This is an optimization exercise on Yosys and OpenROAD, whose aim is small area, not a production implementation. At most, simulation tests tie the RTL to the original design; equivalence was not proved. The clock port is modelled as an ideal driver, which makes a skipped or thinned clock tree look cheaper than it is; a real chip needs a root buffer or a tree. No activity file was given, so power comes from the tool's default toggle rates.

==> flow/design.v (excerpt) <==
module twi_engine (
    input  wire       clk,
    input  wire       rst,
    input  wire       cmd_valid,
    input  wire [7:0] cmd_data,
    output wire       cmd_ready,
    output wire       rsp_valid,
    output reg  [7:0] rsp_data,
    input  wire       rsp_ready,
    output reg        scl_oe,
    output reg        sda_oe,
    input  wire       sda_i
);
clock: 10.0 ns
lec_check: 0
abc_area: 1
cap_margin: 0
core_margin: 2
core_utilization: 40
gpl_routability_driven: 0
gpl_timing_driven: 0
place_density: 0.6
slew_margin: 0
standard.sh (not shown) runs the stock make flow with config.mk's settings and CLKGATE_MAP_FILE= SYNTH_SCRIPT=/design/flow/synth_recipe.tcl, a recipe that flattens the netlist after the stock synthesis.
==> flow/flow/run.sh <==
#!/bin/bash
# The standard layout with these changes to how it is made:
#  * the port buffers are the smallest buffer cell.
#  * the clock tree is one level of four buffers (flow/cts_tree.tcl).
set -e
here=$(pwd)
rm -rf "$here/scripts"
cp -r "$FLOW_HOME/scripts" "$here/scripts"
cp "$here/flow/abc_area.script" "$here/scripts/abc_area.script"
export SCRIPTS_DIR="$here/scripts"
export BUFFER_PORTS_ARGS="-buffer_cell sky130_fd_sc_hd__buf_1"
export PRE_CTS_TCL="$here/flow/cts_tree.tcl"
bash standard.sh ADDER_MAP_FILE= finish > standard.log 2>&1
==> flow/flow/abc_area.script <==
strash
balance
rewrite
refactor
balance
rewrite -z
refactor -z
rewrite -z
balance
dch -f
map -a
strash
dch -f
map -a
==> flow/flow/cts_tree.tcl <==
proc clock_tree_synthesis { args } {
  set master_name sky130_fd_sc_hd__buf_12
  set nx 2
  set ny 2
  set db [ord::get_db]
  set block [ord::get_db_block]
  set clknet [$block findNet clk]
  set master [$db findMaster $master_name]
  set sinks {}
  foreach iterm [$clknet getITerms] {
    set bb [[$iterm getInst] getBBox]
    set x [expr {([$bb xMin] + [$bb xMax]) / 2}]
    set y [expr {([$bb yMin] + [$bb yMax]) / 2}]
    lappend sinks [list $iterm $x $y]
  }
  set sorted [lsort -integer -index 1 $sinks]
  set n [llength $sorted]
  set groups {}
  for {set i 0} {$i < $nx} {incr i} {
    set col [lrange $sorted [expr {$i * $n / $nx}] [expr {($i + 1) * $n / $nx - 1}]]
    set col [lsort -integer -index 2 $col]
    set m [llength $col]
    for {set j 0} {$j < $ny} {incr j} {
      lappend groups [lrange $col [expr {$j * $m / $ny}] [expr {($j + 1) * $m / $ny - 1}]]
    }
  }
  set k 0
  foreach g $groups {
    set inst [odb::dbInst_create $block $master clkbuf_leaf_$k]
    set net [odb::dbNet_create $block clknet_leaf_$k]
    $net setSigType CLOCK
    set sx 0
    set sy 0
    foreach s $g {
      set it [lindex $s 0]
      $it disconnect
      $it connect $net
      set sx [expr {$sx + [lindex $s 1]}]
      set sy [expr {$sy + [lindex $s 2]}]
    }
    [$inst findITerm A] connect $clknet
    [$inst findITerm X] connect $net
    $inst setLocation [expr {$sx / [llength $g]}] [expr {$sy / [llength $g]}]
    $inst setPlacementStatus PLACED
    puts "clock buffer $k ($master_name): [llength $g] registers"
    incr k
  }
  $clknet setSigType CLOCK
  set_propagated_clock [all_clocks]
}
Rerun with:
--- a/flow/design.v
+++ b/flow/design.v
@@ -80,24 +80,25 @@
             rge = g;
         end
     endfunction
     reg [2:0]  cstate;
     reg [3:0]  opc;
     reg [1:0]  argi;
     reg [3:0]  fph;       
     reg        topen;
     reg        taddr;
     reg [6:0]  a1;        
     reg [23:0] dq;
     reg        bbusy;     
+    reg        bstop;     
     reg [4:0]  hc;        
     reg [9:0]  khz;       
     reg [12:0] acc;       
     reg [2:0]  cyc;       
     reg [1:0]  sync;
     assign cmd_ready = cstate[2];
     assign rsp_valid = cstate[1];
     wire [3:0] cmd_code = {cmd_data[5], cmd_data[4] | cmd_data[2],
                            cmd_data[1] | cmd_data[2], cmd_data[0]};
     reg [1:0] last_arg;
     always @(*) begin
         last_arg = 2'd0;
@@ -147,29 +148,28 @@
     wire mk_start = (fph == F_S1) || (fph == F_S2);
     wire mk_stop  = (fph == F_P);
     wire mk_div   = (fph == F_DIV);
     wire mk_emit  = (fph == F_ELO) || (fph == F_EHI);
     wire mk_end   = (fph == F_END);
     wire ack_out  = (opc == O_READ) & a1[0];
     wire [3:0]  bitn     = hc[4:1];
     wire [15:0] acc_sum  = radd({3'd0, acc}, {6'd0, khz}, 1'b0);
     wire        half_end = rge(acc_sum, 16'd8001);
     wire        at4      = (cyc == 3'd5);
     wire        sda_in   = sync[1];
     wire        bidle    = ~bbusy;
-    wire        hstop    = hc[4] & hc[2];
-    wire        b_stop   = bbusy & hstop;
-    wire        b_start  = bbusy & ~hstop & mk_start;
-    wire        b_frame  = bbusy & ~hstop & mk_frame;
-    wire        b_div    = bbusy & ~hstop & mk_div;
+    wire        b_stop   = bbusy & bstop;
+    wire        b_start  = bbusy & ~bstop & mk_start;
+    wire        b_frame  = bbusy & ~bstop & mk_frame;
+    wire        b_div    = bbusy & ~bstop & mk_div;
     wire [4:0]  hc_inc   = rinc({11'd0, hc});
     wire [2:0]  cyc_inc  = rinc({13'd0, cyc});
     wire [7:0] sla = {a1, fph[0]};    
     reg fbit;
     always @(*) begin
         fbit = dq[23];
         if (fph == F_SLAW || fph == F_SLAR)
             fbit = sla[~bitn[2:0]];
         if (fph == F_WR)
             fbit = (bitn[2:0] == 3'd7) & round;
         if (fph == F_W0)
             fbit = 1'b0;
@@ -177,24 +177,25 @@
     wire go = (cstate == C_ISSUE) && bidle && !mk_end && !mk_emit;
     always @(posedge clk) begin
         sync <= {sync[0], sda_i};
         if (go || half_end) begin
             acc <= {3'd0, khz};
             cyc <= 3'd1;
         end else begin
             acc <= acc_sum[12:0];
             if (cyc != 3'd7) cyc <= cyc_inc;
         end
     end
     always @(posedge clk) begin
+        if (go) bstop <= mk_stop;
         if (rst) begin
             bbusy  <= 1'b0;
             scl_oe <= 1'b0;
             sda_oe <= 1'b0;
         end else begin
             if (go) bbusy <= 1'b1;
             if (b_div && hc[3:0] == 4'd15)
                 bbusy <= 1'b0;
             if (b_start) begin
                 if (hc == 5'd0 && at4)
                     sda_oe <= 1'b0;
                 if (half_end) begin
@@ -211,25 +212,25 @@
                     if (bitn[3])
                         sda_oe <= reading & ack_out;
                     else
                         sda_oe <= ~reading & ~fbit;
                 end
                 if (half_end) begin
                     scl_oe <= hc[0];
                     if (hc[0] && bitn[3])
                         bbusy <= 1'b0;
                 end
             end
             if (b_stop) begin
-                if (hc[1:0] == 2'd0 && at4)
+                if (hc == 5'd0 && at4)
                     sda_oe <= 1'b1;
                 if (half_end) begin
                     case (hc[1:0])
                         2'd0: scl_oe <= 1'b0;
                         2'd1: sda_oe <= 1'b0;
                         default: bbusy <= 1'b0;
                     endcase
                 end
             end
         end
     end
     wire [6:0] v = cmd_data[6:0];
@@ -247,25 +248,25 @@
                        (ge20 & ~ge40) | (ge60 & ~ge80),
                        (ge10 & ~ge20) | (ge30 & ~ge40) | (ge50 & ~ge60) |
                        (ge70 & ~ge80) | ge90};
     wire [2:0] u3     = radd({13'd0, cmd_data[3:1]},
                              radd({13'd0, tens[2:0]}, {13'd0, tens[1:0], 1'b0}, 1'b0),
                              1'b0);
     wire [7:0] to_bcd = {tens, u3, cmd_data[0]};
     wire [7:0] f1       = radd({9'd0, cmd_data[7:4], 3'd0}, {11'd0, cmd_data[7:4], 1'b0}, 1'b0);
     wire [7:0] from_bcd = radd({8'd0, f1}, {12'd0, cmd_data[3:0]}, 1'b0);
     wire [7:0] bcd_res = (opc == O_TOBCD) ? to_bcd : from_bcd;
     always @(posedge clk) begin
         if (bidle) begin
-            hc <= {go & mk_stop, 1'b0, go & mk_stop, 2'b0};
+            hc <= 5'd0;
         end else if (b_div) begin
             hc <= hc_inc;
             if (hc[3:0] == 4'd15)
                 khz <= {a1[1:0], dq[23:16]};
         end else if (half_end) begin
             hc <= hc_inc;
             if (b_frame && hc[0] && (reading || mk_wd) &&
                 (!bitn[3] || (mk_wd && opc == O_WRITE)))
                 dq <= {dq[22:0], sda_in};
         end
         if (cstate == C_ARG && cmd_valid) begin
             if (argi == 2'd0) a1 <= cmd_data[6:0];
- register-to-register slack gets worse by 0.09 ns
- via count came out lower by 2.1%
- final area came out lower by 0.50%
- global-route usage came out lower by 0.68 points
- clock power stays flat
- fmax came out lower by about 1.5%
- hold slack gets worse by 0.0049 ns
- sequential power came out lower by about 1%
Only the layout flow was run in the first run of this note; the RTL was not checked for function there. No run of this note takes its clock network from TritonCTS; it comes from the design's own scripts or RTL.

## port drivers added, routing unchanged
Ports are ideal in the flow. The routed layouts listed here were re-timed in OpenROAD.
Step 1 sets driving cells, clkbuf_16 on the clock port and buf_2 on the other inputs (assumed; they add their load-dependent delay and slew).
Step 2 also shifts input and output timing later by t, the mid clock arrival at the registers, as if the neighbouring blocks saw the same clock.
a / b / c = no drivers / after step 1 / after step 2; a / b = the first two.
run	shift t [ns]	setup WS [ns]	slew at the worst register clock pin (ns)
the first run	0.214	3.948 / 3.948 / 3.948	0.10 / 0.10
the second run	0.213	3.858 / 3.858 / 3.858	0.10 / 0.10
After both steps every run listed still meets setup and hold.
